Context: an optimization exercise on an open-source flow, tuned for small area and a short achievable clock period. The choices shown serve that exercise and are no tape-out recipe. Where RTL was checked, it was by simulation tests only, not by an equivalence proof against the original. Function not checked in run 3: the RTL went through the layout flow alone.

$ cat config.mk
export PLATFORM = sky130hd
export DESIGN_NAME = ign_engine
export DESIGN_NICKNAME = ign_engine
export VERILOG_FILES = /design/flow/design.v
export SDC_FILE = /design/flow/constraint.sdc
export NUM_CORES = 4
export LEC_CHECK = 0
export CAP_MARGIN = 20
export CORE_MARGIN = 2
export CORE_UTILIZATION = 30
export PLACE_DENSITY = 0.4
export SLEW_MARGIN = 20
$ cat constraint.sdc
create_clock -name core_clock -period 420.0 [get_ports {clk}]
set_input_delay 84.0000 -clock core_clock [delete_from_list [all_inputs] [get_ports {clk}]]
set_output_delay 84.0000 -clock core_clock [all_outputs]
set_load 0.01 [all_outputs]
$ cat design.v
module ign_engine (
    input  wire        clk,
    input  wire        rst,           
    input  wire        edge_in,       
    input  wire        cmd_valid,     
    input  wire [2:0]  cmd_op,
    input  wire [31:0] cmd_data,
    output wire [1:0]  spark,         
    output reg  [1:0]  sync_state,    
    output reg  [1:0]  phase,         
    output wire        busy,
    output reg         ign_en,
    output reg  [1:0]  tidx,
    output reg  [1:0]  ref_idx,
    output reg  [15:0] rps,
    output reg  [15:0] rpm
);
    localparam N_SLOTS = 11;
    localparam [1:0] S_UNSYNC = 2'd0, S_SYNCING = 2'd1, S_SYNCED = 2'd2;
    localparam [1:0] P_IDLE = 2'd0, P_DELAY = 2'd1, P_DWELL = 2'd2;
    localparam [2:0] OP_METER_START = 3'd0;
    localparam [2:0] OP_METER_STOP  = 3'd1;
    localparam [2:0] OP_SET_RECORD  = 3'd2;
    localparam [2:0] OP_SET_SHIFT   = 3'd3;
    localparam [2:0] OP_IGN_INIT    = 3'd4;
    reg        meter;         
    reg        run0;
    reg [2:0]  psel0;
    reg [15:0] cnt0;
    reg        e0;            
    reg        e1;            
    reg [9:0]  psc0;
    reg        primed;
    reg        ch;
    reg [9:0]  psc1;          
    reg [2:0]  dsel;          
    reg        chain;         
    reg        dv;            
    reg [36:0] X;
    reg [9:0]  kreg;          
    reg [9:0]  cyc;           
    reg        scnt1;
    reg [16:0] win0, win1, win2, win3;
    reg [15:0] tbl_speed  [0:N_SLOTS-1];
    reg [7:0]  tbl_timing [0:N_SLOTS-1];
    reg [7:0]  shift_r;
    assign busy  = phase != P_IDLE;
    assign spark = {phase[1] & ch, phase[1] & ~ch};
    reg [9:0] mask0;
    always @* begin
        case (psel0)
            3'd0:    mask0 = 10'd0;
            3'd1:    mask0 = 10'd7;
            3'd2:    mask0 = 10'd63;
            3'd3:    mask0 = 10'd255;
            default: mask0 = 10'd1023;
        endcase
    end
    wire tick0 = run0 && ((psc0 & mask0) == mask0);
    wire [16:0] dur = {e0, cnt0} + {16'd0, tick0};
    wire [16:0] w0s = (tidx == 2'd0) ? dur : win0;
    wire [16:0] w1s = (tidx == 2'd1) ? dur : win1;
    wire [16:0] w2s = (tidx == 2'd2) ? dur : win2;
    wire [16:0] w3s = (tidx == 2'd3) ? dur : win3;
    wire [18:0] S = ({2'b0, w0s} + {2'b0, w1s}) + ({2'b0, w2s} + {2'b0, w3s});
    wire        l1 = win1 < win0;
    wire [16:0] m01 = l1 ? win1 : win0;
    wire        l2 = win2 < m01;
    wire [16:0] m012 = l2 ? win2 : m01;
    wire        l3 = dur < m012;
    wire [1:0]  lock_ref = l3 ? 2'd3 : l2 ? 2'd2 : l1 ? 2'd1 : 2'd0;
    reg [23:0] f;
    reg [13:0] c_sat;
    always @* begin
        case (psel0)
            3'd0:    begin f = 24'd16000000; c_sat = 14'd14648; end
            3'd1:    begin f = 24'd2000000;  c_sat = 14'd1831;  end
            3'd2:    begin f = 24'd250000;   c_sat = 14'd228;   end
            3'd3:    begin f = 24'd62500;    c_sat = 14'd57;    end
            default: begin f = 24'd15625;    c_sat = 14'd14;    end
        endcase
    end
    wire        big = S <= {5'd0, c_sat};
    wire [29:0] N = big ? {6'd0, f} : {f, 6'd0};
    wire [18:0] rr [0:17];
    wire [16:0] Q;
    assign rr[17] = {6'd0, N[29:17]};
    genvar gi;
    generate
        for (gi = 0; gi < 17; gi = gi + 1) begin : g_div
            localparam [18:0] M = (gi <= 11) ? 19'h7FFFF : ((19'd1 << (30 - gi)) - 19'd1);
            wire [19:0] rin = {rr[gi+1], N[gi]};
            wire [20:0] dd  = {1'b0, rin} - {2'b0, S};
            wire        ge  = ~dd[20];
            wire [19:0] nx  = ge ? dd[19:0] : rin;
            assign Q[gi] = ge;
            assign rr[gi] = nx[18:0] & M;
        end
    endgenerate
    wire [10:0] qs = Q[16:6];
    wire [5:0]  q2 = Q[5:0] - {4'd0, Q[5:4]} - {5'd0, (rr[0] < rr[4])};
    wire [16:0] rpm_full = {qs, q2} - {4'd0, qs, 2'b00};
    wire [15:0] rps_new = !big ? {5'd0, qs} : Q[16] ? 16'hFFFF : Q[15:0];
    wire [15:0] rpm_new = big ? 16'hFFFF : rpm_full[15:0];
    reg [7:0] timing;
    integer j;
    always @* begin
        timing = tbl_timing[N_SLOTS-1];
        for (j = N_SLOTS - 1; j >= 1; j = j - 1)
            if (tbl_speed[j] > rps_new) timing = tbl_timing[j-1];
        if (tbl_speed[0] > rps_new) timing = tbl_timing[0];
    end
    wire [8:0] diff = {1'b0, shift_r} - {1'b0, timing};
    wire [7:0] value = diff[8] ? 8'd0 : (diff[7:0] > 8'd180) ? 8'd180 : diff[7:0];
    wire [26:0] u = value * S;
    reg  [36:0] P;
    always @* begin
        case (psel0)
            3'd0:    P = {10'd0, u};
            3'd1:    P = {7'd0, u, 3'd0};
            3'd2:    P = {4'd0, u, 6'd0};
            3'd3:    P = {2'd0, u, 8'd0};
            default: P = {u, 10'd0};
        endcase
    end
    wire arm_ok = P >= 37'd720;
    wire lt1    = P < 37'd92520;
    wire lt8    = P < 37'd740160;
    wire lt64   = P < 37'd5921280;
    wire lt256  = P < 37'd23685120;
    wire lt1024 = P < 37'd94740480;
    wire [2:0] arm_dsel = lt1 ? 3'd0 : lt8 ? 3'd1 : lt64 ? 3'd2 : lt256 ? 3'd3 : 3'd4;
    reg [9:0]  mask1;
    reg [36:0] thr1;
    always @* begin
        case (dsel)
            3'd0:    begin mask1 = 10'd0;    thr1 = 37'd720;    end
            3'd1:    begin mask1 = 10'd7;    thr1 = 37'd3240;   end
            3'd2:    begin mask1 = 10'd63;   thr1 = 37'd23400;  end
            3'd3:    begin mask1 = 10'd255;  thr1 = 37'd92520;  end
            default: begin mask1 = 10'd1023; thr1 = 37'd369000; end
        endcase
    end
    wire blk1 = (psc1 & mask1) == mask1;
    wire [36:0] X_sub = X - (chain ? 37'd1024 : 37'd360);
    wire [9:0]  cyc_inc = cyc + 10'd1;
    wire [9:0]  r_sh  = {cyc[8:0], X[36]};
    wire        r_ge  = r_sh >= 10'd360;
    reg        n_meter, n_run0, n_primed, n_e0, n_e1;
    reg [2:0]  n_psel0;
    reg [15:0] n_cnt0;
    reg [9:0]  n_psc0;
    reg        n_ch, n_ign_en, n_chain, n_dv;
    reg [9:0]  n_psc1, n_kreg, n_cyc;
    reg [2:0]  n_dsel;
    reg [36:0] n_X;
    reg [1:0]  n_phase, n_sstate, n_tidx, n_ref;
    reg        n_scnt1;
    reg [16:0] n_win0, n_win1, n_win2, n_win3;
    reg [15:0] n_rps, n_rpm;
    reg        ev, fire, fire_ch;
    task stall_action;
        begin
            n_sstate = S_UNSYNC; n_tidx = 2'd0; n_scnt1 = 1'b0; n_ref = 2'd0;
            n_win0 = 17'd0; n_win1 = 17'd0; n_win2 = 17'd0; n_win3 = 17'd0;
            n_rps = 16'd0; n_rpm = 16'd0;
            n_phase = P_IDLE;    
        end
    endtask
    task start_dwell;    
        begin
            n_phase = P_DWELL;
            n_dsel = 3'd0; n_chain = 1'b0; n_dv = 1'b0;
            n_X = 37'd576000; n_psc1 = 10'd0;
        end
    endtask
    always @* begin
        n_meter = meter; n_run0 = run0; n_primed = primed; n_psel0 = psel0;
        n_cnt0 = cnt0; n_e0 = e0; n_e1 = e1; n_psc0 = psc0;
        n_ch = ch; n_ign_en = ign_en; n_chain = chain; n_dv = dv;
        n_psc1 = psc1; n_kreg = kreg; n_cyc = cyc; n_dsel = dsel; n_X = X;
        n_phase = phase; n_sstate = sync_state; n_tidx = tidx; n_ref = ref_idx;
        n_scnt1 = scnt1;
        n_win0 = win0; n_win1 = win1; n_win2 = win2; n_win3 = win3;
        n_rps = rps; n_rpm = rpm;
        ev = 1'b0; fire = 1'b0; fire_ch = 1'b0;
        if (run0) begin
            if (!tick0) begin
                n_psc0 = psc0 + 10'd1;
            end else begin
                n_psc0 = 10'd0;
                if (cnt0 == 16'hFFFF) begin
                    n_cnt0 = 16'd0;
                    n_e0 = ~e0; n_e1 = e1 | e0;
                    if (e0 | e1) begin
                        n_primed = 1'b0;
                        stall_action;
                    end
                end else begin
                    n_cnt0 = cnt0 + 16'd1;
                end
            end
        end
        if (n_phase != P_IDLE) begin
            n_psc1 = psc1 + 10'd1;
            if (!chain) begin
                n_X = X_sub;
                if (blk1 && X < thr1) ev = 1'b1;
            end else if (dv) begin
                if (psc1 == 10'd37) begin
                    n_kreg = X[27:18] + {9'd0, |X[17:10]};
                    n_cyc = 10'd0;
                    n_dv = 1'b0;
                end else begin
                    n_cyc = {1'b0, r_ge ? r_sh[8:0] - 9'd360 : r_sh[8:0]};
                    n_X = {X[35:0], r_ge};
                end
            end else if (blk1) begin
                n_X = X_sub;
                if (cyc_inc == kreg) begin
                    n_cyc = 10'd0;
                    if (X_sub[27:10] < {8'd0, kreg}) ev = 1'b1;
                end else begin
                    n_cyc = cyc_inc;
                end
            end
            if (ev) begin
                if (phase == P_DELAY) start_dwell;
                else n_phase = P_IDLE;
            end
        end
        if (edge_in && run0) begin
            n_cnt0 = 16'd0; n_e0 = 1'b0; n_e1 = 1'b0; n_psc0 = 10'd0;
            if (!n_primed) begin
                n_primed = 1'b1;
            end else if (dur > 17'd100000) begin
                stall_action;
            end else begin
                case (tidx)
                    2'd0: n_win0 = dur;
                    2'd1: n_win1 = dur;
                    2'd2: n_win2 = dur;
                    default: n_win3 = dur;
                endcase
                n_tidx = tidx + 2'd1;
                if (sync_state == S_UNSYNC)
                    n_sstate = S_SYNCING;
                if (n_sstate == S_SYNCING && tidx == 2'd3) begin
                    n_scnt1 = 1'b1;
                    if (scnt1) begin
                        n_ref = lock_ref;
                        n_sstate = S_SYNCED;
                    end
                end
                if (n_sstate == S_SYNCED) begin
                    n_rps = rps_new; n_rpm = rpm_new;
                end
                if (sync_state == S_SYNCED && ign_en) begin
                    if (tidx == ref_idx) begin
                        fire = 1'b1; fire_ch = 1'b0;
                    end else if (tidx == ref_idx + 2'd2) begin
                        fire = 1'b1; fire_ch = 1'b1;
                    end
                end
                if (fire && n_phase == P_IDLE) begin
                    n_ch = fire_ch;
                    if (value == 8'd0) begin
                        start_dwell;
                    end else if (arm_ok) begin
                        n_phase = P_DELAY;
                        n_X = P; n_psc1 = 10'd0; n_cyc = 10'd0;
                        n_dsel = arm_dsel;
                        n_chain = !lt1024; n_dv = !lt1024;
                    end
                end
            end
        end
        if (cmd_valid) begin
            case (cmd_op)
                OP_METER_START: if (cmd_data[2:0] <= 3'd4) begin
                    n_meter = 1'b1; n_run0 = 1'b1; n_psel0 = cmd_data[2:0];
                    n_cnt0 = 16'd0; n_e0 = 1'b0; n_e1 = 1'b0; n_psc0 = 10'd0;
                    n_primed = 1'b0;
                    stall_action;
                end
                OP_METER_STOP: if (meter) begin
                    n_run0 = 1'b0;
                    stall_action;
                end
                OP_IGN_INIT: begin
                    if (cmd_data[0] != ign_en) begin
                        n_phase = P_IDLE;
                        n_ign_en = cmd_data[0];
                    end
                end
                default: ;
            endcase
        end
    end
    always @(posedge clk) begin
        if (rst) begin
            meter <= 1'b0; run0 <= 1'b0; primed <= 1'b0; psel0 <= 3'd0;
            cnt0 <= 16'd0; e0 <= 1'b0; e1 <= 1'b0; psc0 <= 10'd0;
            ign_en <= 1'b0; phase <= P_IDLE;
            sync_state <= S_UNSYNC; tidx <= 2'd0; ref_idx <= 2'd0; scnt1 <= 1'b0;
            win0 <= 17'd0; win1 <= 17'd0; win2 <= 17'd0; win3 <= 17'd0;
            rps <= 16'd0; rpm <= 16'd0;
        end else begin
            meter <= n_meter; run0 <= n_run0; primed <= n_primed; psel0 <= n_psel0;
            cnt0 <= n_cnt0; e0 <= n_e0; e1 <= n_e1; psc0 <= n_psc0;
            ign_en <= n_ign_en; phase <= n_phase;
            sync_state <= n_sstate; tidx <= n_tidx; ref_idx <= n_ref; scnt1 <= n_scnt1;
            win0 <= n_win0; win1 <= n_win1; win2 <= n_win2; win3 <= n_win3;
            rps <= n_rps; rpm <= n_rpm;
        end
    end
    always @(posedge clk) begin
        ch <= n_ch; psc1 <= n_psc1; dsel <= n_dsel; chain <= n_chain; dv <= n_dv;
        X <= n_X; kreg <= n_kreg; cyc <= n_cyc;
    end
    always @(posedge clk) begin
        if (cmd_valid && cmd_op == OP_SET_RECORD &&
            cmd_data[27:24] < N_SLOTS && cmd_data[23:16] <= 8'd180) begin
            tbl_speed[cmd_data[27:24]]  <= cmd_data[15:0];
            tbl_timing[cmd_data[27:24]] <= cmd_data[23:16];
        end
        if (cmd_valid && cmd_op == OP_SET_SHIFT && cmd_data[7:0] <= 8'd180)
            shift_r <= cmd_data[7:0];
    end
endmodule
$ cat run.sh
#!/bin/bash
# synth_recipe.tcl (not shown) runs the flow's synth.tcl, then flattens the netlist and writes it again
# the make line also repeats each setting of config.mk as NAME=value (left out here)
make -C /OpenROAD-flow-scripts/flow DESIGN_CONFIG=/design/flow/config.mk WORK_HOME=/design/flow/orfs CLKGATE_MAP_FILE= SYNTH_SCRIPT=/design/flow/synth_recipe.tcl finish
==> key figures, run 1 <==
Status
  • Status: no timing/DRC/antenna violations

Timing
  • Final period util: 0.212
  • Setup-failing EPs final: 0
  • F_max: 11.2 MHz
  • Fin crit period: 88.90 ns
  • Clk_skew: 0.0503 ns
  • Final hold vios: 0
  • Slew margin rel.: 0.191
  • Max-slew violations: 0
  • Setup TNS: 0 ns
  • Worst-margin pin slew: 1.21 ns
  • Unrepaired setup endpoints after global routing: false

Place
  • GP Congestion: 0.897
  • Placed cell areas: 0.0591 sq mm
  • Port bufs: 78
  • Post-DP HPWL: 156000 um

Floorplan
  • Die ar.: 0.186 sq mm
  • Total core area: 0.181 sq mm
  • Die Width: 431 um
  • Num rows: 156
  • Die Y: 431 um
  • Top Ports: 83
  • Starting Density: 0.302

Global routing
  • Vias in the first global route: 48600
  • GRT Resource Usage Total: 0.215
  • First-pass GRT wire length: 305000 um
  • Largest net degree at the start of global routing: 71
  • Initial antenna violation count: 3
  • Overflow after GRT: 0

Logic synthesis
  • Largest family of logic cells by synthesized area: compound AO/OA/AOI/OAI gates
  • Post-Syn Area: 0.0547 sq mm
  • Number of synthesized register bits: 489
  • Mapped Cells: 6609
  • Yosys warnings: 1
  • Sequential share of the synthesized area: 0.231
  • Synthesized-area fraction occupied by ao, oa, aoi and oai cells: 0.224
  • Post-synth ARST share: 0
  • Cell variety after synth: 111
  • Post-synth EDFFs: 283
  • Synth Area in Adders: 0.215
  • XOR/XNOR Fraction of Synth Area: 0.0530
  • Simple-gate share of the synthesized area: 0.177
  • Top FF cell, synth: edfxtp_1
  • Net count after synthesis: 7493
  • Mapped Avg Cell Area: 8.28 sq um
  • Mux cell area share after synthesis: 0.0533

Route
  • Post-DRT Antenna Nets: 0
  • Wire per inst: 22.5 um
  • DRC violations left: 0
  • 1st-pass router iterations: 6
  • Via count: 49300
  • Vias/cell: 5.41
  • Iteration-0 DRC Markers: 3277
  • Wirelength, routed: 205000 um

CTS
  • Hold Buf Count CTS: 0
  • Clk latency of the worst-skew pair: 0.70 ns
  • TritonCTS Buffers: 60
  • Root Buffer Master: clkbuf_16
  • CTS tree: done
  • Clk slew on worst S/H paths: 0.06 ns
  • Sink Count: 489
  • Htree depth: 2
  • CTS resizes: 0
  • Clk buf depth: 3
  • Number of setup buffers added after CTS: 0

Worst hold path
  • Worst Hold Class: register to register

Setup path
  • Slowest cell on crit path: o41ai_1
  • WS Path Type: register to register
  • Critical path's most frequent cell: o21ai_0
  • Maximum fanout along the worst path: 32
  • Worst path arrival time: 89.48 ns
  • Peak per-stage delay on the critical path: 0.80 ns
  • Launching element type of the critical path: register
  • Crit end category: register
  • Crit path required time: 420.58 ns

Layout
  • Final core utilization: 0.338
  • Layout cells sized above 1: 0.0826
  • Area grow syn2layout: 11.6%
  • Final Cell Area: 0.0611 sq mm
  • Net count reported at finish: 7576
  • Fill count: 18900

Run
  • Max Cap Viol: 0
[routing by layer]
layer,track usage,share of wire,vias up
met2,0.370,0.47,1102
met3,0.0312,0.049,233
met5,0,0,-
met1,0.280,0.45,23800
met4,0.0552,0.027,0
li1,-,-,24100
[cell usage after synthesis, types with 111 or more instances]
cell,number,area share
a21oi_1,510,0.047
a21o_1,169,0.023
xnor2_1,207,0.033
fa_1,157,0.057
inv_1,430,0.029
nand3_1,111,0.010
nor3_1,126,0.012
ha_1,688,0.16
nand2_1,517,0.035
dfxtp_1,206,0.075
xor2_1,124,0.020
mux2_2,136,0.028
clkbuf_1,173,0.012
o21ai_0,455,0.042
edfxtp_1,283,0.16
nor2_1,811,0.056
[worst paths after layout]
kind,start,to,slack (ns),cells past startpoint
setup / recovery,psel0[0],dsel[2],331.10,346
hold / removal,win3[7],win3[7],0.46,2
setup reg to reg,psel0[0],dsel[2],331.10,346
hold reg to reg,win3[7],win3[7],0.46,2
[placed cells by master (no fill, tap or decap), types with 108 or more instances in the layout]
cell,synthesis,final
nor2_1,811,797
ha_1,688,688
a21o_1,169,169
nand2b_1,109,108
buf_4,7,159
o21ai_0,455,451
xor2_1,124,118
nand3_1,111,111
dfxtp_1,206,204
nand2_1,517,517
a21oi_1,510,508
mux2_2,136,136
fa_1,157,157
edfxtp_1,283,283
nor3_1,126,120
inv_1,430,430
xnor2_1,207,204
[worst max-delay path, delay by kind of cell, from the launching register on]
kind / cells / cell delay (ns)
xor+xnor: 2 / 0.68
compound gates: 198 / 46.89
buf+inv: 38 / 9.30
fa+ha+maj: 31 / 10.99
flops: 1 / 0.34
mux: 16 / 4.85
simple gates: 61 / 15.19
[layout make-up]
type	instances	area, sq um	area share
Clock inverter	36	312	0.00510
Tap cell	2370	2970	0.0485
Multi-Input combinational cell	5454	39900	0.653
Timing Repair Buffer	238	1990	0.0326
Clock buffer	77	1640	0.0268
Antenna cell	4	10.0	0.000164
Sequential cell	489	12600	0.207
Inverter	449	1690	0.0276
[flip-flops by register name, summed over array words and instances (netlist names), 2 cells and up]
signal and flops:
win3 17, shift_r 8, psc1 10, kreg 10, ref_idx 2, win2 17, tbl_timing 88, rpm 16
psel0 3, psc0 10, win1 17, tbl_speed 176, sync_state 2, dsel 3, phase 2, cyc 10
X 37, win0 17, rps 16, cnt0 16, tidx 2
[metrics by stage]
| step | hold WS, ns | setup slack [ns] | cells |
|---|---|---|---|
| floorplan | 0.432 | 333.06 | 6609 |
| global placement | 0.440 | 331.90 | 8999 |
| detailed placement | 0.449 | 331.76 | 9000 |
| CTS | 0.457 | 331.32 | 9113 |
| global route | 0.486 | 324.87 | 9113 |
| finish | 0.461 | 331.10 | 9117 |
[cell families after synthesis]
family | after synthesis
fa+ha+maj | 846
buf+inv | 666
xor+xnor | 331
simple gates | 2106
mux | 262
compound gates | 1909
flops | 489
==> run 2: changes to the inputs <==
--- a/config.mk
+++ b/config.mk
@@ -5,6 +5,7 @@
 export SDC_FILE = /design/flow/constraint.sdc
 export NUM_CORES = 4
 export LEC_CHECK = 0
+export ABC_AREA = 1
 export CAP_MARGIN = 20
 export CORE_MARGIN = 2
 export CORE_UTILIZATION = 30
==> key figures, run 2 <==
Logic synthesis
  • Top FF cell, synth: edfxtp_1
  • Post-synth EDFFs: 283
  • Ranking of synthesized cells by area: ha_1 16%, edfxtp_1 16%, nand2_1 10%, dfxtp_1 7.6%, inv_1 6.3%
  • Mapped Avg Cell Area: 7.35 sq um
  • Top-count cell post-synth: nand2_1
  • Synth top cells by count: 1476 x nand2_1, 909 x inv_1, 688 x ha_1
  • Sequential share of the synthesized area: 0.233
  • Synth top area share: 0.159
  • Largest area contributor in the netlist: ha_1
  • Net count after synthesis: 8264
  • Post-synth ARST share: 0
  • Mapped Cells: 7380
  • Post-Syn Area: 0.0543 sq mm
  • Cell variety after synth: 79
  • Number of synthesized register bits: 489
  • Yosys warnings: 1

Floorplan
  • Total core area: 0.180 sq mm
  • Top Ports: 83
  • Die Y: 429 um
  • Die ar.: 0.184 sq mm
  • Die Width: 429 um
  • Num rows: 156
  • Starting Density: 0.301

CTS
  • CTS resizes: 0
  • Clk slew on worst S/H paths: 0.06 ns
  • Hold Buf Count CTS: 0
  • CTS tree: done
  • Number of setup buffers added after CTS: 0
  • Root Buffer Master: clkbuf_16
  • Sink Count: 489
  • Clk latency of the worst-skew pair: 0.71 ns
  • Htree depth: 2
  • Clk buf depth: 3
  • TritonCTS Buffers: 61

Route
  • Post-DRT Antenna Nets: 0
  • Via count: 49800
  • Iteration-0 DRC Markers: 2813
  • Wirelength, routed: 193000 um
  • 1st-pass router iterations: 6
  • DRC violations left: 0
  • Vias/cell: 5.05
  • Wire per inst: 19.6 um

Global routing
  • Vias in the first global route: 49400
  • First-pass GRT wire length: 297000 um
  • Overflow after GRT: 0
  • GRT Resource Usage Total: 0.207
  • Initial antenna violation count: 3
  • Largest net degree at the start of global routing: 67

Setup path
  • Slowest cell on crit path: nor2_1
  • Crit end category: register
  • WS Path Type: primary input to register
  • Peak per-stage delay on the critical path: 0.53 ns
  • Worst path arrival time: 88.64 ns
  • Crit-path leading delay family: buffers and inverters
  • Launching element type of the critical path: primary input
  • Critical path's most frequent cell: buf_4
  • CP Cell Sequence: clkdlybuf4s50_1, nand2_1, nor2_1, buf_4, inv_1, buf_4, nor2_2, buf_4, inv_2, nor2_1, buf_4, inv_1, nor2_1, inv_1, a21oi_1, o21ai_0, nand2_1
  • Register-to-Register Setup Slack: 338.61 ns
  • Setup crit start: edge_in
  • Crit path buffers/inverters: 9
  • Crit path required time: 420.63 ns
  • Maximum fanout along the worst path: 32
  • Critical R2R Launch: psel0[2]

Timing
  • Clk_skew: 0.0440 ns
  • Final period util: 0.210
  • Setup TNS: 0 ns
  • Unrepaired setup endpoints after global routing: false
  • Final hold vios: 0
  • F_max: 11.4 MHz
  • Setup-failing EPs final: 0
  • Worst-margin pin slew: 1.13 ns
  • Slack of the critical path: 331.99 ns
  • Final hold slack: 0.451 ns
  • Fin crit period: 88.01 ns
  • Slew margin rel.: 0.243
  • Max-slew violations: 0

Layout
  • Commonest non-fill, non-tap cell in the layout: nand2_1
  • Number of flip-flops under the largest register name: 176
  • Layout cells sized above 1: 0.0614
  • Net count reported at finish: 8313
  • Final Cell Area: 0.0601 sq mm
  • Fill count: 19300
  • Area grow syn2layout: 10.7%
  • Final core utilization: 0.333
  • Most frequent cells in the layout: 1476 x nand2_1, 908 x inv_1, 688 x ha_1, 670 x a21oi_1, 621 x nor2_1

Place
  • Port bufs: 78
  • GP Congestion: 0.887
  • Pre-CTS setup slack: 331.25 ns
  • Placed cell areas: 0.0580 sq mm
  • Post-DP HPWL: 147000 um

Worst hold path
  • Worst Hold Class: register to register
  • Hold Startpoint: psc0[9]

Status
  • Status: no timing/DRC/antenna violations

Run
  • Max Cap Viol: 0
-- run 2: changes by cell type after synthesis, moves of 87 or more --
cell      change
a21o_1      -138
a21oi_1     +160
inv_1       +479
mux2_2      -133
mux2i_1      -87
nand2_1     +959
nand2b_1    -109
nand3_1     +191
nor2_1      -177
nor2b_1     -103
o21a_1       -87
xnor2_1      -92
xor2_1      +124
-- run 2: path summary, 6_finish.rpt --
| kind | to | cells after the start |
|---|---|---|
| worst max-delay path | X[21] | 17 |
| worst min-delay path | psc0[9] | 2 |
| worst max register to register | X[33] | 412 |
| worst min register to register | psc0[9] | 2 |
-- run 2: per-layer routing --
metal  up-vias  global-route usage  part of all wire
li1      25200                   -                 -
met1     23600               0.273              0.46
met2       832               0.359              0.48
met3       199              0.0177             0.034
met4         0              0.0554             0.028
met5         -                   0                 0
-- run 2: tightest hold or removal path, cell delays in order, from the launching register on --
cell	delay [ns]
dfxtp_1	0.31
inv_1	0.05
a21oi_1	0.05
-- run 2: final cells by class --
| cell class | count | area [sq um] | area share |
|---|---|---|---|
| sequential | 489 | 12600 | 0.210 |
| timing repair buffer | 188 | 1630 | 0.0271 |
| multi-input combinational | 5733 | 37100 | 0.618 |
| clock buffer | 73 | 1640 | 0.0274 |
| antenna | 1 | 2.50 | 0.0000417 |
| clock inverter | 41 | 455 | 0.00758 |
| tap | 2370 | 2970 | 0.0494 |
| inverter | 956 | 3600 | 0.0600 |
-- run 2: cell families after synthesis --
family,share of synthesized area
AO/OA/AOI/OAI,0.187
XOR/XNOR,0.0586
adder cells (fa/ha/maj),0.217
buffers and inverters,0.0860
flip-flops,0.233
multiplexers,0.00210
AND/OR/NAND/NOR,0.217
-- run 2: metrics by stage --
| step | instances |
|---|---|
| floorplan | 7380 |
| detailed placement | 9736 |
| global route | 9850 |
| CTS | 9850 |
| global placement | 9734 |
| finish | 9851 |
==> run 3: changes to the inputs <==
--- a/design.v
+++ b/design.v
@@ -70,38 +70,48 @@
     wire        l3 = dur < m012;
     wire [1:0]  lock_ref = l3 ? 2'd3 : l2 ? 2'd2 : l1 ? 2'd1 : 2'd0;
     reg [23:0] f;
-    reg [13:0] c_sat;
     always @* begin
         case (psel0)
-            3'd0:    begin f = 24'd16000000; c_sat = 14'd14648; end
-            3'd1:    begin f = 24'd2000000;  c_sat = 14'd1831;  end
-            3'd2:    begin f = 24'd250000;   c_sat = 14'd228;   end
-            3'd3:    begin f = 24'd62500;    c_sat = 14'd57;    end
-            default: begin f = 24'd15625;    c_sat = 14'd14;    end
+            3'd0:    f = 24'd16000000;
+            3'd1:    f = 24'd2000000;
+            3'd2:    f = 24'd250000;
+            3'd3:    f = 24'd62500;
+            default: f = 24'd15625;
         endcase
     end
-    wire        big = S <= {5'd0, c_sat};
-    wire [29:0] N = big ? {6'd0, f} : {f, 6'd0};
-    wire [18:0] rr [0:17];
-    wire [16:0] Q;
-    assign rr[17] = {6'd0, N[29:17]};
+    wire sat = {16'd0, f[23:16]} >= S;
+    wire [18:0] rr [0:16];
+    wire [15:0] q;
+    assign rr[16] = {11'd0, f[23:16]};
     genvar gi;
     generate
-        for (gi = 0; gi < 17; gi = gi + 1) begin : g_div
-            localparam [18:0] M = (gi <= 11) ? 19'h7FFFF : ((19'd1 << (30 - gi)) - 19'd1);
-            wire [19:0] rin = {rr[gi+1], N[gi]};
-            wire [20:0] dd  = {1'b0, rin} - {2'b0, S};
-            wire        ge  = ~dd[20];
-            wire [19:0] nx  = ge ? dd[19:0] : rin;
-            assign Q[gi] = ge;
+        for (gi = 0; gi < 16; gi = gi + 1) begin : g_div
+            localparam [18:0] M = (gi <= 5) ? 19'h7FFFF : ((19'd1 << (24 - gi)) - 19'd1);
+            wire [19:0] rin = {rr[gi+1], f[gi]};
+            wire        ge  = rin >= {1'b0, S};
+            wire [19:0] dif = rin - {1'b0, S};
+            wire [19:0] nx  = ge ? dif : rin;
+            assign q[gi] = ge;
             assign rr[gi] = nx[18:0] & M;
         end
     endgenerate
-    wire [10:0] qs = Q[16:6];
-    wire [5:0]  q2 = Q[5:0] - {4'd0, Q[5:4]} - {5'd0, (rr[0] < rr[4])};
-    wire [16:0] rpm_full = {qs, q2} - {4'd0, qs, 2'b00};
-    wire [15:0] rps_new = !big ? {5'd0, qs} : Q[16] ? 16'hFFFF : Q[15:0];
-    wire [15:0] rpm_new = big ? 16'hFFFF : rpm_full[15:0];
+    wire [18:0] fr [0:6];
+    wire [5:0]  g;
+    assign fr[0] = rr[0];
+    generate
+        for (gi = 1; gi <= 6; gi = gi + 1) begin : g_frac
+            wire [19:0] rin = {fr[gi-1], 1'b0};
+            wire        ge  = rin >= {1'b0, S};
+            wire [19:0] dif = rin - {1'b0, S};
+            wire [19:0] nx  = ge ? dif : rin;
+            assign g[6-gi] = ge;
+            assign fr[gi] = nx[18:0];
+        end
+    endgenerate
+    wire [5:0]  q2 = g - {4'd0, g[5:4]} - {5'd0, (fr[6] < fr[2])};
+    wire [21:0] rpm_full = {q, q2} - {4'd0, q, 2'b00};
+    wire [15:0] rps_new = sat ? 16'hFFFF : q;
+    wire [15:0] rpm_new = (sat || rpm_full[21:16] != 6'd0) ? 16'hFFFF : rpm_full[15:0];
     reg [7:0] timing;
     integer j;
     always @* begin
--- a/config.mk
+++ b/config.mk
@@ -5,7 +5,6 @@
 export SDC_FILE = /design/flow/constraint.sdc
 export NUM_CORES = 4
 export LEC_CHECK = 0
-export ABC_AREA = 1
 export CAP_MARGIN = 20
 export CORE_MARGIN = 2
 export CORE_UTILIZATION = 30
==> key figures, run 3 <==
CTS
  • Clk buf depth: 3
  • CTS tree: done
  • Root Buffer Master: clkbuf_16
  • Hold Buf Count CTS: 0
  • Number of setup buffers added after CTS: 0
  • CTS resizes: 0
  • TritonCTS Buffers: 66
  • Sink Count: 489
  • Htree depth: 3
  • Clk latency of the worst-skew pair: 0.71 ns
  • Clk slew on worst S/H paths: 0.06 ns

Floorplan
  • Starting Density: 0.302
  • Num rows: 161
  • Die Y: 444 um
  • Die ar.: 0.198 sq mm
  • Total core area: 0.193 sq mm
  • Top Ports: 83
  • Die Width: 444 um

Route
  • Highest metal used: met5
  • DRC violations left: 0
  • Iteration-0 DRC Markers: 3786
  • WL met2: 105000 um
  • Vias/cell: 5.46
  • Met3 Wirelength: 7530 um
  • 1st-pass router iterations: 6
  • Wirelength, routed: 225000 um
  • Post-DRT Antenna Nets: 0
  • WL met1: 106000 um
  • Wire per inst: 23.0 um
  • Via count: 53500

Setup path
  • WS Path Type: register to register
  • Critical R2R Launch: psel0[1]
  • Maximum fanout along the worst path: 25
  • Launching element type of the critical path: register
  • Peak per-stage delay on the critical path: 0.89 ns
  • Register-to-Register Setup Slack: 324.76 ns
  • Crit end category: register
  • Reg2Reg Depth: 374
  • FF-to-FF End: rpm[12]
  • Critical path's most frequent cell: a21o_1
  • Worst path arrival time: 95.78 ns
  • Crit path required time: 420.54 ns
  • Slowest cell on crit path: o41ai_1

Run
  • Max Cap Viol: 0

Layout
  • Fill count: 20300
  • Final core utilization: 0.337
  • Area grow syn2layout: 11.4%
  • Post-route insts no fill: 9800
  • Net count reported at finish: 8150
  • Commonest non-fill, non-tap cell in the layout: nor2_1
  • Number of flip-flops under the largest register name: 176
  • Most frequent cells in the layout: 739 x nor2_1, 733 x ha_1, 652 x nand2_1, 538 x a21oi_1, 488 x o21ai_0
  • Layout cells sized above 1: 0.0752

Timing
  • Slew margin rel.: 0.273
  • Unrepaired setup endpoints after global routing: false
  • Max-slew violations: 0
  • Final period util: 0.227
  • F_max: 10.5 MHz
  • Setup TNS: 0 ns
  • Worst-margin pin slew: 1.08 ns
  • Setup-failing EPs final: 0
  • Fin crit period: 95.24 ns
  • Clk_skew: 0.0650 ns
  • Final hold slack: 0.480 ns
  • Final hold vios: 0

Global routing
  • First-pass GRT wire length: 337000 um
  • Initial antenna violation count: 1
  • Vias in the first global route: 52200
  • GRT Resource Usage Total: 0.222
  • Overflow after GRT: 0
  • Largest net degree at the start of global routing: 82

Logic synthesis
  • Mapped Avg Cell Area: 8.14 sq um
  • Net count after synthesis: 8077
  • Post-synth EDFFs: 283
  • Mapped Cells: 7146
  • Number of synthesized register bits: 489
  • Synth top area share: 0.158
  • Ranking of synthesized cells by area: ha_1 16%, edfxtp_1 15%, dfxtp_1 7.1%, fa_1 5.4%, nor2_1 4.8%
  • Post-synth ARST share: 0
  • Yosys warnings: 1
  • Cell variety after synth: 120
  • Top FF cell, synth: edfxtp_1
  • Synth top cells by count: 750 x nor2_1, 735 x ha_1, 652 x nand2_1
  • Largest area contributor in the netlist: ha_1
  • Top-count cell post-synth: nor2_1
  • Post-Syn Area: 0.0582 sq mm
  • Sequential share of the synthesized area: 0.217

Worst hold path
  • Hold EP: rpm[6]
  • Hold path depth: 2
  • Hold Startpoint: rpm[6]
  • Worst Hold Class: register to register

Status
  • Status: no timing/DRC/antenna violations

Place
  • Post-DP HPWL: 170000 um
  • Placed insts: 9677
  • Port bufs: 78
  • GP Congestion: 0.926
-- run 3: cell types whose count changed in the layout (fill, tap and decap cells not counted), sizes merged, moves of 127 or more --
cell	change
inv	-449
nand3	-219
nand2	-880
a21oi	-130
a21o	+231
mux2	+127
-- run 3: metrics by stage --
step	setup slack (ns)	area, sq um
after floorplan	332.93	58200
after global placement	325.39	62600
after detailed placement	325.63	62600
after CTS	325.11	64900
after global routing	318.20	64900
final	324.76	64900
-- run 3: kinds of logic (layout without fill, tap and decap cells) --
kind of cell / count (synthesis) / in the layout / share of synthesized area
flops: 489 / 489 / 0.217
simple gates: 2301 / 2301 / 0.185
xor+xnor: 376 / 376 / 0.0567
mux: 224 / 224 / 0.0423
other cells: 0 / 1 / 0
fa+ha+maj: 892 / 892 / 0.212
buf+inv: 739 / 866 / 0.0491
compound gates: 2125 / 2125 / 0.238
-- run 3: worst max-delay path by stage --
stage / start / endpoint / slack (ns) / cells after the start
2_1_floorplan: cmd_data[17] / tbl_speed[8][0] / 332.93 / 6
4_1_cts: psel0[1] / rpm[12] / 325.11 / 372
5_1_grt: psel0[1] / rpm[12] / 318.20 / 374
3_5_place_dp: psel0[1] / rpm[12] / 325.63 / 373
3_3_place_gp: psel0[1] / rpm[12] / 325.39 / 373
6_report: psel0[1] / rpm[12] / 324.76 / 374
-- run 3: layer usage --
layer	GRT usage	vias up
li1	-	26100
met1	0.304	26200
met2	0.373	965
met3	0.0225	219
met4	0.0578	2
met5	0	-
-- run 3: worst max-delay path, delay by kind of cell, from the launching register on --
kind,cells,cell delay [ns]
AOI/OAI and AO/OA,217,52.26
muxes,9,3.28
adders and majority gates,31,10.61
xor gates and xnor gates,3,1.59
DFF,1,0.33
and+or+nand+nor,73,15.82
buffers and inverters,41,10.84
-- run 3: final cells by class --
| class | instances | area [sq um] | share of cell area |
|---|---|---|---|
| antenna | 1 | 2.50 | 0.0000386 |
| timing repair buffer | 245 | 2030 | 0.0314 |
| multi-input combinational | 5918 | 42900 | 0.661 |
| inverter | 499 | 1880 | 0.0289 |
| clock inverter | 33 | 502 | 0.00774 |
| sequential | 489 | 12600 | 0.195 |
| tap | 2526 | 3160 | 0.0487 |
| clock buffer | 89 | 1780 | 0.0274 |

separate check: timing with driven ports:
How much do the figures lean on ideal ports? The routed layouts below were timed once more, with nothing changed but the port constraints. Step 1 assumes that a clkbuf_16 drives the clock port and a buf_2 every other input. Step 2 also shifts input and output timing later by t, the mid clock arrival at the registers, as if the neighbouring blocks saw the same clock. a / b / c = ideal / step 1 / step 2; a / b = the first two.
run	t (ns)	slack for setup (ns)	worst hold slack (ns)	worst data-port slew with drivers (ns)	cell pins on the clock port's net
run 1	0.760	331.100 / 331.100 / 331.100	0.461 / 0.461 / 0.461	0.04	1
run 2	0.756	331.989 / 332.041 / 331.284	0.451 / 0.451 / 0.451	0.03	1
run 3	0.748	324.764 / 324.764 / 324.764	0.480 / 0.480 / 0.480	0.06	1
After both steps every run listed still meets setup and hold. For run 2, which loses most, drivers alone change the setup slack by +0.052 ns; drivers and shift together by -0.705 ns.
